Source: an optimization exercise on an open RTL-to-GDS flow (aim: small area, a short achievable clock period and few clock cycles). Production flows keep margins and buffers that such runs may drop.
The RTL of this run was laid out without a check of its function.
Power figures rest on the tool's default switching activity, not on a simulated workload.

## flow/run.sh

```bash
#!/bin/bash
# synth_recipe.tcl (not shown) runs the flow's synth.tcl, then flattens the netlist and writes it again
# the make line also repeats each setting of config.mk as NAME=value (left out here)
make -C /OpenROAD-flow-scripts/flow DESIGN_CONFIG=/design/flow/config.mk WORK_HOME=/design/flow/orfs CLKGATE_MAP_FILE= SYNTH_SCRIPT=/design/flow/synth_recipe.tcl finish
```

## flow/config.mk

```make
export PLATFORM = sky130hd
export DESIGN_NAME = fcs_framer
export DESIGN_NICKNAME = fcs_framer
export VERILOG_FILES = /design/flow/design.v
export SDC_FILE = /design/flow/constraint.sdc
export NUM_CORES = 4
export LEC_CHECK = 0
export CAP_MARGIN = 20
export CORE_MARGIN = 2
export CORE_UTILIZATION = 40
export PLACE_DENSITY = 0.6
export SETUP_SLACK_MARGIN = 3.0
export SLEW_MARGIN = 20
```

## flow/constraint.sdc

```tcl
create_clock -name core_clock -period 6.5 [get_ports {clk}]
set_input_delay 1.3000 -clock core_clock [delete_from_list [all_inputs] [get_ports {clk}]]
set_output_delay 1.3000 -clock core_clock [all_outputs]
set_load 0.01 [all_outputs]
```

## flow/design.v

```verilog
module fcs_framer #(
    parameter N_CH     = 8,
    parameter MAX_DLEN = 65545
) (
    input  wire        clk,
    input  wire        rst,
    input  wire        cmd_valid,
    output reg         cmd_ready,
    input  wire [31:0] cmd_word,
    input  wire [16:0] cmd_dlen,
    input  wire        in_valid,
    output reg         in_ready,
    input  wire [7:0]  in_data,
    output reg         out_valid,
    input  wire        out_ready,
    output reg  [7:0]  out_data,
    output reg         out_last,
    output reg         rsp_valid,
    input  wire        rsp_ready,
    output reg  [7:0]  rsp_status,
    output reg  [15:0] rsp_res16,
    output reg         rsp_match,
    output reg  [7:0]  rsp_outcome,
    output reg  [7:0]  rsp_dstatus,
    output reg  [31:0] rsp_dropped,
    output reg  [15:0] rsp_diag_rx,
    output reg  [15:0] rsp_diag_calc,
    output reg         rsp_frame,
    output reg  [15:0] rsp_pid,
    output reg  [15:0] rsp_info_len,
    output reg  [7:0]  rsp_info_cmd,
    output reg  [15:0] rsp_fcs
);
    localparam [7:0] OP_REFLECT  = 8'h01, OP_CRC    = 8'h02, OP_VERIFY  = 8'h03,
                     OP_DECODE   = 8'h10, OP_RELAY  = 8'h11, OP_CMDFRAME = 8'h12,
                     OP_REWRAP   = 8'h13, OP_PUSH   = 8'h20, OP_RESET   = 8'h21;
    localparam [2:0] ST_OK = 3'd0, ST_HDR = 3'd1, ST_CKSUM = 3'd2, ST_TRUNC = 3'd3,
                     ST_ARGS = 3'd4, ST_ILLEGAL = 3'd5;
    localparam [2:0] OC_NONE = 3'd0, OC_NOOP = 3'd1, OC_RETAINED = 3'd2, OC_GARBAGE = 3'd3,
                     OC_INCOMPLETE = 3'd4, OC_FRAME = 3'd5, OC_FRAME_ERROR = 3'd6;
    localparam [2:0] E_IDLE = 3'd0, E_DATA = 3'd1, E_HDR = 3'd2, E_PAY = 3'd3, E_TRL = 3'd4,
                     E_FIN = 3'd5;
    function [7:0] rev8(input [7:0] b);
        integer k;
        begin
            for (k = 0; k < 8; k = k + 1)
                rev8[k] = b[7-k];
        end
    endfunction
    function [15:0] crc_step(input [15:0] c, input [7:0] b);
        integer k;
        reg [15:0] r;
        begin
            r = c ^ {rev8(b), 8'h00};
            for (k = 0; k < 8; k = k + 1)
                r = r[15] ? ((r << 1) ^ 16'h1021) : (r << 1);
            crc_step = r;
        end
    endfunction
    reg  [7:0] bm, bs;           
    reg        bmv, bsv;
    wire       push = in_valid && in_ready;
    wire       pop;
    always @(posedge clk) begin
        if (rst) begin
            bmv      <= 1'b0;
            bsv      <= 1'b0;
            in_ready <= 1'b1;
        end else begin
            if (pop || !bmv) begin
                if (bsv) begin
                    bm  <= bs;
                    bmv <= 1'b1;
                    bsv <= 1'b0;
                end else begin
                    bm  <= in_data;
                    bmv <= push;
                end
            end else if (push) begin
                bs  <= in_data;
                bsv <= 1'b1;
            end
            in_ready <= !(bmv && (bsv || push) && !pop);
        end
    end
    wire [7:0]  i_opc = cmd_word[7:0];
    wire [7:0]  i_a8  = cmd_word[15:8];
    wire [15:0] i_a16 = cmd_word[31:16];
    wire        i_big = (cmd_dlen > MAX_DLEN);
    wire        i_nz  = (cmd_dlen != 17'd0);
    reg  [2:0]  i_err;
    always @(*) begin
        i_err = ST_OK;
        case (i_opc)
            OP_REFLECT:  if (i_big || i_a16 != 16'h0 || i_nz) i_err = ST_ARGS;
            OP_CRC:      if (i_big || cmd_word[31:8] != 24'h0) i_err = ST_ARGS;
            OP_VERIFY:   if (i_big || i_a8 != 8'h0) i_err = ST_ARGS;
            OP_DECODE:   if (i_big || cmd_word[31:8] != 24'h0) i_err = ST_ARGS;
            OP_RELAY:    if (i_big || cmd_word[31:8] != 24'h0 || cmd_dlen > 17'd65534) i_err = ST_ARGS;
            OP_CMDFRAME: if (i_big || (i_a8 != 8'hC0 && i_a8 != 8'hC1) ||
                             (i_a8 == 8'hC0 && i_nz) || cmd_dlen > 17'd65532) i_err = ST_ARGS;
            OP_REWRAP:   if (i_big || cmd_dlen > 17'd65534) i_err = ST_ARGS;
            OP_PUSH:     if (i_big || i_a16 != 16'h0 || i_a8 >= N_CH) i_err = ST_ARGS;
            OP_RESET:    if (i_big || i_a16 != 16'h0 || i_nz || i_a8 >= N_CH) i_err = ST_ARGS;
            default:     i_err = ST_ILLEGAL;
        endcase
    end
    wire i_enc = (i_opc == OP_RELAY) || (i_opc == OP_CMDFRAME) || (i_opc == OP_REWRAP);
    reg  [2:0]  est;
    reg  [2:0]  c_err;
    reg         c_reflect, c_crc, c_verify, c_decode, c_push, c_reset;
    reg         c_cmdframe, c_rewrap, c_ana, c_nz;
    reg  [7:0]  c_a8;
    reg  [15:0] c_a16;
    reg  [16:0] rem;          
    reg  [3:0]  hpos;         
    reg  [1:0]  ch_len [0:N_CH-1];
    reg         ch_ok  [0:N_CH-1];      
    reg  [3:0]  pos;          
    reg         h_ok;
    reg  [1:0]  sp;           
    reg  [16:0] cnt;          
    reg         started;      
    reg  [15:0] crc;
    reg  [15:0] pid, ilen, rx;
    reg  [7:0]  icmd;
    reg         eq_lo, eq_hi, end_ok, lnz, last7e;
    reg         rsp_full;
    reg  [2:0]  r_status, r_outcome;
    reg  [1:0]  r_dstatus;
    reg  [16:0] r_dropped;    
    reg         r_match, r_frame, s_rx, s_calc, s_diag;
    wire [15:0] calc = {rev8(~crc[15:8]), rev8(~crc[7:0])};
    wire [15:0] calc_eff = started ? calc : 16'h0000;
    wire rem_one  = (rem == 17'd1);
    wire out_free = !out_valid || out_ready;
    wire pos_ge3  = (pos >= 4'd3);
    wire pos_ge7  = (pos >= 4'd7);
    wire d_pop    = (est == E_DATA) && bmv && !(rsp_full && c_ana && pos_ge3);
    wire hdr_ok   = (c_err == ST_OK);
    wire e_hdr    = (est == E_HDR) && hdr_ok && out_free && !(rsp_full && hpos >= 4'd3);
    wire e_pay    = (est == E_PAY) && bmv && out_free && !rsp_full;
    wire e_trl    = (est == E_TRL) && out_free;
    wire e_end    = e_trl && hpos[1];
    wire fin_done = (est == E_FIN) && !rsp_full;
    assign pop    = d_pop || e_pay;
    wire acc      = cmd_valid && cmd_ready;
    reg [7:0] hdr_byte;
    always @(*) begin
        case (hpos)
            4'd0: hdr_byte = 8'h7E;
            4'd1: hdr_byte = 8'hFF;
            4'd2: hdr_byte = 8'h03;
            4'd3: hdr_byte = c_rewrap ? c_a16[7:0] : 8'h00;
            4'd4: hdr_byte = c_rewrap ? c_a16[15:8] : (c_cmdframe ? 8'h22 : 8'h21);
            4'd5: hdr_byte = cnt[15:8];
            4'd6: hdr_byte = cnt[7:0];
            4'd7: hdr_byte = (c_cmdframe || c_rewrap) ? c_a8 : 8'hBF;
            4'd8: hdr_byte = c_a16[7:0];
            default: hdr_byte = c_a16[15:8];
        endcase
    end
    wire hdr_last = c_cmdframe ? (hpos == 4'd9) : (hpos == 4'd7);
    wire [7:0] b = bm;
    wire in_span = c_crc ? (pos_ge3 && (rem[16:2] != 15'd0))
                         : ((pos_ge3 && !pos_ge7) || (pos_ge7 && sp == 2'd0 && cnt != 17'd0));
    wire crc_upd = (d_pop && c_ana && in_span) || (e_hdr && hpos >= 4'd3) || e_pay;
    wire [7:0]  crc_in  = (est == E_HDR) ? hdr_byte : b;
    wire [15:0] crc_new = crc_step(crc | {16{!started}}, crc_in);
    wire hbad = (pos == 4'd0 && b != 8'h7E) || (pos == 4'd1 && b != 8'hFF) ||
                (pos == 4'd2 && b != 8'h03);
    reg [2:0] est_n;
    always @(*) begin
        est_n = est;
        case (est)
            E_DATA: if (d_pop && rem_one) est_n = E_FIN;
            E_HDR:  if (!hdr_ok) est_n = (rem != 17'd0) ? E_DATA : E_FIN;
                    else if (e_hdr && hdr_last) est_n = (rem != 17'd0) ? E_PAY : E_TRL;
            E_PAY:  if (e_pay && rem_one) est_n = E_TRL;
            E_TRL:  if (e_end) est_n = E_FIN;
            E_FIN:  if (fin_done) est_n = E_IDLE;
            default: ;
        endcase
        if (acc)
            est_n = i_enc ? E_HDR : (i_nz ? E_DATA : E_FIN);
    end
    wire rsp_full_n = fin_done || (rsp_full && !(rsp_valid && rsp_ready));
    wire       fwd0 = fin_done && c_reset && hdr_ok && (c_a8[2:0] == i_a8[2:0]);
    wire [1:0] i_h  = (i_opc == OP_PUSH || i_opc == OP_RESET) && !fwd0 ? ch_len[i_a8[2:0]] : 2'd0;
    wire [3:0] pos_n = pos + 4'd1;
    integer i;
    always @(posedge clk) begin
        if (rst) begin
            est       <= E_IDLE;
            cmd_ready <= 1'b1;
            out_valid <= 1'b0;
            rsp_full  <= 1'b0;
            rsp_valid <= 1'b0;
            for (i = 0; i < N_CH; i = i + 1)
                ch_len[i] <= 2'd0;
        end else begin
            est       <= est_n;
            rsp_full  <= rsp_full_n;
            cmd_ready <= (est_n == E_IDLE) || (est_n == E_FIN && !rsp_full_n);
            rsp_valid <= rsp_full_n &&
                         !(e_end || (out_valid && out_last && !out_ready));
            if (out_valid && out_ready)
                out_valid <= 1'b0;
            if (e_hdr) begin
                out_valid <= 1'b1;
                out_data  <= hdr_byte;
                out_last  <= 1'b0;
            end
            if (e_pay) begin
                out_valid <= 1'b1;
                out_data  <= b;
                out_last  <= 1'b0;
            end
            if (e_trl) begin
                out_valid <= 1'b1;
                out_data  <= hpos[1] ? 8'h7E : (hpos[0] ? calc[15:8] : calc[7:0]);
                out_last  <= hpos[1];
            end
            if (crc_upd) begin
                crc     <= crc_new;
                started <= 1'b1;
            end
            if (pop)
                rem <= rem - 17'd1;
            if (e_hdr) begin
                hpos <= hpos + 4'd1;
                if (hpos == 4'd0)
                    cnt <= rem + (c_cmdframe ? 17'd3 : 17'd1);
                if (hdr_last)
                    hpos <= 4'd0;
            end
            if (e_trl)
                hpos <= hpos + 4'd1;
            if (d_pop && c_ana) begin
                if (!pos[3])
                    pos <= pos_n;
                if (hbad)
                    h_ok <= 1'b0;
                last7e <= (b == 8'h7E);
                if (c_push) begin
                    ch_len[c_a8[2:0]] <= (pos <= 4'd1) ? pos_n[1:0] : 2'd0;
                    ch_ok[c_a8[2:0]]  <= h_ok && !hbad;
                end
                case (pos)
                    4'd3: begin pid[7:0] <= b; r_dropped <= 17'd4; end
                    4'd4: pid[15:8]  <= b;
                    4'd5: ilen[15:8] <= b;
                    4'd6: begin
                        ilen[7:0] <= b;
                        cnt       <= {1'b0, ilen[15:8], b};
                        lnz       <= (ilen[15:8] != 8'h00) || (b != 8'h00);
                    end
                    4'd7: icmd <= b;
                    default: ;
                endcase
                if (pos >= 4'd4)
                    r_dropped <= r_dropped + 17'd1;
                if (pos_ge7) begin
                    case (sp)
                        2'd0: if (cnt != 17'd0)
                                  cnt <= cnt - 17'd1;
                              else begin
                                  rx[7:0] <= b;
                                  eq_lo   <= (b == calc[7:0]);
                                  sp      <= 2'd1;
                              end
                        2'd1: begin
                            rx[15:8] <= b;
                            eq_hi    <= (b == calc[15:8]);
                            sp       <= 2'd2;
                        end
                        2'd2: begin
                            end_ok <= (b == 8'h7E);
                            cnt    <= rem - 17'd1;
                            sp     <= 2'd3;
                        end
                        default: ;
                    endcase
                end
            end
            if (fin_done) begin
                r_status  <= c_err;
                r_outcome <= OC_NONE;
                r_dstatus <= 2'd0;
                r_dropped <= 17'd0;
                r_match   <= 1'b0;
                r_frame   <= 1'b0;
                s_rx      <= 1'b0;
                s_calc    <= 1'b0;
                s_diag    <= 1'b0;
                if (!started)
                    crc <= 16'hFFFF;
                if (c_err == ST_OK) begin
                    if (c_reflect) begin
                        rx   <= {8'h00, rev8(c_a8)};
                        s_rx <= 1'b1;
                    end
                    if (c_crc)
                        s_calc <= 1'b1;
                    if (c_verify) begin
                        rx      <= c_a16;
                        r_match <= (c_a16 == calc_eff);
                        s_diag  <= 1'b1;
                    end
                    if (c_decode) begin
                        if (!pos_ge3 || !h_ok)
                            r_status <= ST_HDR;
                        else if (!pos_ge7 || !lnz || sp != 2'd3)
                            r_status <= ST_TRUNC;
                        else if (!(eq_lo && eq_hi)) begin
                            r_status <= ST_CKSUM;
                            s_diag   <= 1'b1;
                        end else if (!end_ok)
                            r_status <= ST_TRUNC;
                        else
                            r_frame <= 1'b1;
                    end
                    if (c_push) begin
                        if (!c_nz)
                            r_outcome <= OC_NOOP;
                        else if (!pos_ge3)
                            r_outcome <= OC_RETAINED;
                        else begin
                            r_dropped <= (pos == 4'd3) ? 17'd3 : r_dropped;
                            if (!h_ok || !last7e)
                                r_outcome <= OC_GARBAGE;
                            else if (!pos_ge7 || sp != 2'd3)
                                r_outcome <= OC_INCOMPLETE;
                            else if (!lnz) begin
                                r_outcome <= OC_FRAME_ERROR;
                                r_dstatus <= 2'd3;
                            end else if (!(eq_lo && eq_hi)) begin
                                r_outcome <= OC_FRAME_ERROR;
                                r_dstatus <= 2'd2;
                                s_diag    <= 1'b1;
                            end else if (!end_ok) begin
                                r_outcome <= OC_FRAME_ERROR;
                                r_dstatus <= 2'd3;
                            end else begin
                                r_outcome <= OC_FRAME;
                                r_dropped <= cnt;
                                r_frame   <= 1'b1;
                            end
                        end
                    end
                    if (c_reset) begin
                        r_dropped         <= {13'd0, pos};
                        ch_len[c_a8[2:0]] <= 2'd0;
                    end
                end
            end
            if (acc) begin
                c_err      <= i_err;
                c_reflect  <= (i_opc == OP_REFLECT);
                c_crc      <= (i_opc == OP_CRC) || (i_opc == OP_VERIFY);
                c_verify   <= (i_opc == OP_VERIFY);
                c_decode   <= (i_opc == OP_DECODE);
                c_push     <= (i_opc == OP_PUSH);
                c_reset    <= (i_opc == OP_RESET);
                c_cmdframe <= (i_opc == OP_CMDFRAME);
                c_rewrap   <= (i_opc == OP_REWRAP);
                c_ana      <= (i_err == ST_OK) && (i_opc == OP_CRC || i_opc == OP_VERIFY ||
                                                   i_opc == OP_DECODE || i_opc == OP_PUSH);
                c_nz       <= i_nz;
                c_a8       <= i_a8;
                c_a16      <= i_a16;
                rem        <= cmd_dlen;
                hpos       <= 4'd0;
                pos        <= {2'b00, i_h};
                h_ok       <= (i_h == 2'd0) || ch_ok[i_a8[2:0]];
                sp         <= 2'd0;
                started    <= 1'b0;
            end
        end
    end
    always @(*) begin
        rsp_status    = {5'd0, r_status};
        rsp_match     = r_match;
        rsp_outcome   = {5'd0, r_outcome};
        rsp_dstatus   = {6'd0, r_dstatus};
        rsp_dropped   = {15'd0, r_dropped};
        rsp_frame     = r_frame;
        rsp_res16     = (s_rx ? rx : 16'h0) | (s_calc ? calc : 16'h0);
        rsp_diag_rx   = s_diag ? rx : 16'h0;
        rsp_diag_calc = s_diag ? calc : 16'h0;
        rsp_fcs       = r_frame ? rx : 16'h0;
        rsp_pid       = r_frame ? pid : 16'h0;
        rsp_info_len  = r_frame ? ilen : 16'h0;
        rsp_info_cmd  = r_frame ? icmd : 8'h0;
    end
endmodule
```

==> insert_results.sql <==
INSERT INTO impl_metrics (metric_group, metric, value, unit) VALUES
('clocking', 'tritoncts_clock_tree', 'yes', ''),
('global_route', 'first_global_vias', '12722', ''),
('detailed_routing', 'routed_wirelength', '53.7', 'mm'),
('flow_run', 'cap_violations', '0', ''),
('timing', 'achievable-frequency', '287', 'MHz'),
('yosys', 'async_reset_ff_share', '0', '%'),
('global_route', 'grt_overflow', '0', ''),
('placed_design', 'gp_congestion', '0.973', ''),
('critical_path', 'ff2ff_path_depth', '11', ''),
('placed_design', 'numPlacedInstances', '2248', ''),
('yosys', 'yosysWarnings', '1', ''),
('yosys', 'synth_edf_count', '238', ''),
('placed_design', 'dpl.hpwl', '39.1', 'mm'),
('detailed_routing', 'routed_length_on_met3', '4.74', 'mm'),
('detailed_routing', 'vias', '13531', ''),
('floorplanning', 'initial_utilization', '40.4', '%'),
('clocking', 'cts_buffers', '28', ''),
('cells_and_area', 'register_area', '7350', 'um2'),
('critical_path', 'worst-r2r-setup-slack', '3.01', 'ns'),
('power_and_ir_drop', 'p_per_area', '218', 'nW/um2'),
('timing', 'setup-violations-final', '0', ''),
('cells_and_area', 'fillerInstances', '3616', ''),
('detailed_routing', 'met2WireLength', '23.9', 'mm'),
('yosys', 'cell_area_after_synthesis', '15600', 'um2'),
('floorplanning', 'design.die.area', '40700', 'um2'),
('critical_path', 'worst-endpoint-required', '6.80', 'ns'),
('timing', 'rsz0062_at_grt', 'yes', ''),
('power_and_ir_drop', 'design_power_total', '4190', 'uW'),
('clocking', 'cts.hold.buffers_added', '0', ''),
('status', 'run_status', 'no timing/DRC/antenna violations', ''),
('yosys', 'synth_ff_type', 'sky130_fd_sc_hd__edfxtp_1', ''),
('critical_path', 'critical_path.reg2reg.startpoint', 'cnt[0]$_DFFE_PN_', ''),
('hold_path', 'hold_path_class', 'flop to flop', ''),
('hold_path', 'timing.hold.worst.start', 'bs[4]$_DFFE_PP_', ''),
('hold_path', 'min_delay_path_depth', '1', ''),
('detailed_routing', 'post-route-drc-count', '0', ''),
('floorplanning', 'fp.dieH', '202', 'um'),
('timing', 'worstMarginPinSlew', '0.931', 'ns'),
('yosys', 'ys_ff_latch', '248', ''),
('detailed_routing', 'detail_route.iter0.violations', '1399', ''),
('timing', 'max_slew_margin', '36.3', '%'),
('clocking', 'number_of_h_tree_levels', '1', ''),
('global_route', 'globalRouteTotalUtil', '25.7', '%'),
('detailed_routing', 'detail_route.wl_per_cell', '23.2', 'um'),
('clocking', 'cts.path.max_buffers', '3', ''),
('cells_and_area', 'multi_input_area', '7730', 'um2'),
('timing', 'drv_slew', '0', ''),
('clocking', 'clock_sinks', '248', ''),
('placed_design', 'input_output_buffers', '206', ''),
('cells_and_area', 'area_delta_synth_final', '22.8', '%'),
('global_route', 'grt_first_pass_wirelength', '80.3', 'mm'),
('clocking', 'worst_skew_pair.late_latency', '0.56', 'ns'),
('hold_path', 'holdPathEnd', 'bm[4]$_DFFE_PP_', ''),
('detailed_routing', 'metal1_wirelength', '22.9', 'mm'),
('timing', 'final.setup_skew', '0.0188', 'ns'),
('yosys', 'synth_seq_area_share', '47.0', '%'),
('power_and_ir_drop', 'static-leakage-power', '0.00671', 'uW'),
('global_route', 'antenna_found_initial', '0', ''),
('critical_path', 'cp-end-kind', 'flop', ''),
('cells_and_area', 'n_antenna_cell', '0', ''),
('clocking', 'clkTransAtPathRegs', '0.06', 'ns'),
('detailed_routing', 'drt_first_pass_iters', '8', ''),
('yosys', 'syn_inst', '1615', ''),
('floorplanning', 'die_w', '202', 'um'),
('detailed_routing', 'count_of_nets_left_with_antenna_violations_after_detail_routing', '0', ''),
('timing', 'final_period_util', '53.7', '%'),
('cells_and_area', 'final_nets', '1865', ''),
('critical_path', 'timing.critical_path.fanout_max', '7', ''),
('detailed_routing', 'route.detailed.vias_per_inst', '5.84', ''),
('timing', 'timing.final.crit_period', '3.49', 'ns'),
('yosys', 'synth.lib_cells_used.distinct', '87', '');
state kept, by name, indices dropped and copies added, names as in the netlist, 8 cells and up:
signal     count
c_a8           8
bm             8
c_a16         16
rx            16
rem           17
out_data       8
ilen          16
r_dropped     17
ch_ok          8
ch_len        16
icmd           8
cnt           17
bs             8
pid           16
crc           16
what timing repair did:
action | in CTS | in global routing
gates cloned | 3 | 0
gates resized for setup | 12 | 16
setup endpoints to repair | 104 | 99
pin swaps | 2 | 1
setup buffers | 8 | 10
layout make-up:
cell class / instances / share of cell area, %
Clock inverter: 15 / 0.776
Multi-Input combinational cell: 1213 / 40.3
Inverter: 41 / 0.802
Timing Repair Buffer: 249 / 12.6
Sequential cell: 248 / 38.3
Tap cell: 518 / 3.38
Clock buffer: 34 / 3.88
cell usage in the layout, fill, tap and decap left out, types with 31 or more instances in the layout:
cell and n:
sky130_fd_sc_hd__edfxtp_1 238, sky130_fd_sc_hd__clkdlybuf4s50_1 206, sky130_fd_sc_hd__nor2_1 166, sky130_fd_sc_hd__nand2_1 127
sky130_fd_sc_hd__a21oi_1 109, sky130_fd_sc_hd__and2_1 89, sky130_fd_sc_hd__o21ai_0 74, sky130_fd_sc_hd__xnor2_1 49
sky130_fd_sc_hd__xor2_1 45, sky130_fd_sc_hd__buf_4 40, sky130_fd_sc_hd__mux2i_1 39, sky130_fd_sc_hd__inv_1 38
sky130_fd_sc_hd__o22ai_1 36, sky130_fd_sc_hd__nand3_1 33, sky130_fd_sc_hd__nor2b_1 32, sky130_fd_sc_hd__conb_1 31
where the power goes:
group / switching (uW) / internal [uW]
clock: 646 / 925
sequential: 142 / 1840
combinational: 357 / 280
total: 1140 / 3040
how the worst max path moves through the flow:
stage	start	endpoint	cells past startpoint	slack, ns
3_3_place_gp	out_ready	crc[9]$_DFFE_PN_	8	2.38
3_5_place_dp	out_ready	crc[9]$_DFFE_PN_	8	2.28
4_1_cts	pos[0]$_DFFE_PP_	r_dropped[13]$_DFFE_PP_	6	2.92
5_1_grt	cnt[0]$_DFFE_PN_	crc[9]$_DFFE_PN_	10	2.99
2_1_floorplan	hpos[0]$_SDFFCE_PP0P_	crc[15]$_DFFE_PN_	12	3.01
6_report	cnt[0]$_DFFE_PN_	crc[13]$_DFFE_PN_	11	3.01
synthesized netlist by cell type, types with 6 or more instances:
cell | n | area, um2
sky130_fd_sc_hd__clkbuf_1 | 94 | 353
sky130_fd_sc_hd__and3_1 | 29 | 181
sky130_fd_sc_hd__nand2_1 | 128 | 480
sky130_fd_sc_hd__or4_1 | 8 | 60.1
sky130_fd_sc_hd__nand4_1 | 21 | 131
sky130_fd_sc_hd__o21ai_1 | 9 | 45.0
sky130_fd_sc_hd__or2_2 | 8 | 50.1
sky130_fd_sc_hd__a222oi_1 | 8 | 80.1
sky130_fd_sc_hd__edfxtp_1 | 238 | 7150
sky130_fd_sc_hd__nor2_1 | 169 | 634
sky130_fd_sc_hd__o21ai_0 | 75 | 375
sky130_fd_sc_hd__a211o_1 | 6 | 52.6
sky130_fd_sc_hd__nor4_1 | 22 | 138
sky130_fd_sc_hd__mux2_2 | 12 | 135
sky130_fd_sc_hd__a211oi_1 | 8 | 60.1
sky130_fd_sc_hd__xnor2_1 | 54 | 473
sky130_fd_sc_hd__or3_1 | 10 | 62.6
sky130_fd_sc_hd__a21oi_1 | 111 | 556
sky130_fd_sc_hd__nor2b_1 | 33 | 206
sky130_fd_sc_hd__nand3_1 | 33 | 165
sky130_fd_sc_hd__o22ai_1 | 37 | 231
sky130_fd_sc_hd__mux4_2 | 6 | 135
sky130_fd_sc_hd__xor2_1 | 45 | 394
sky130_fd_sc_hd__o211ai_1 | 11 | 82.6
sky130_fd_sc_hd__nor3b_1 | 8 | 60.1
sky130_fd_sc_hd__buf_2 | 10 | 50.1
sky130_fd_sc_hd__ha_1 | 20 | 250
sky130_fd_sc_hd__and2_1 | 92 | 576
sky130_fd_sc_hd__nor3_1 | 27 | 135
sky130_fd_sc_hd__o31ai_1 | 9 | 67.6
sky130_fd_sc_hd__mux2i_1 | 39 | 390
sky130_fd_sc_hd__buf_1 | 6 | 22.5
sky130_fd_sc_hd__a22oi_1 | 6 | 45.0
sky130_fd_sc_hd__dfxtp_1 | 10 | 200
sky130_fd_sc_hd__nand2b_1 | 19 | 119
sky130_fd_sc_hd__a31oi_1 | 20 | 125
sky130_fd_sc_hd__buf_4 | 34 | 255
sky130_fd_sc_hd__inv_1 | 39 | 146
sky130_fd_sc_hd__nand3b_1 | 7 | 52.6
kinds of logic (layout without fill, tap and decap cells):
kind of cell,Yosys count,count (layout),share of synthesized area (%)
simple gates,639,640,21.3
compound gates,361,363,14.5
xor+xnor,101,101,5.80
fa+ha+maj,21,21,1.73
mux,57,57,4.23
buf+inv,187,339,5.45
flops,248,248,47.0
other cells,1,31,0.0240
worst max-delay path, cell delays in order (launching register included):
cell                       delay (ns)
sky130_fd_sc_hd__edfxtp_1        0.56
sky130_fd_sc_hd__inv_1           0.14
sky130_fd_sc_hd__ha_1            0.23
sky130_fd_sc_hd__nor2b_1         0.30
sky130_fd_sc_hd__nand4b_4        0.20
sky130_fd_sc_hd__o31a_1          0.47
sky130_fd_sc_hd__or3_4           0.51
sky130_fd_sc_hd__a31oi_4         0.28
sky130_fd_sc_hd__buf_12          0.15
sky130_fd_sc_hd__and3b_1         0.17
sky130_fd_sc_hd__mux2i_1         0.12
sky130_fd_sc_hd__nand3_1         0.09
metal layers:
layer / vias to the layer above / GRT usage, %
met3: 111 / 4.58
met2: 691 / 40.3
li1: 6173 / -
met4: 0 / 9.72
met5: - / 0
met1: 6556 / 35.6
metrics by stage:
stage | setup WS [ns] | instance area, um2
2_1_floorplan | 3.01 | 15700
3_3_place_gp | 2.38 | 18000
3_5_place_dp | 2.28 | 18000
4_1_cts | 2.92 | 19000
5_1_grt | 2.99 | 19200
6_report | 3.01 | 19200

re-timing with driven ports:
How much do the figures lean on ideal ports? The routed layout below was timed once more, with nothing changed but the port constraints.
Step 1 sets driving cells, clkbuf_16 on the clock port and buf_2 on the other inputs (assumed; they add their load-dependent delay and slew).
Step 2 also shifts input and output timing later by t, the mid clock arrival at the registers, as if the neighbouring blocks saw the same clock.
a / b / c = ideal / step 1 / step 2; a / b = the first two.
t (ns): 0.603
setup slack, ns: 3.013 / 3.013 / 2.509
worst register clock-pin slew, ns: 0.07 / 0.07
After both steps setup and hold are still met in this run. For this run, drivers alone change the setup slack by 0.000 ns; drivers and shift together by -0.504 ns.
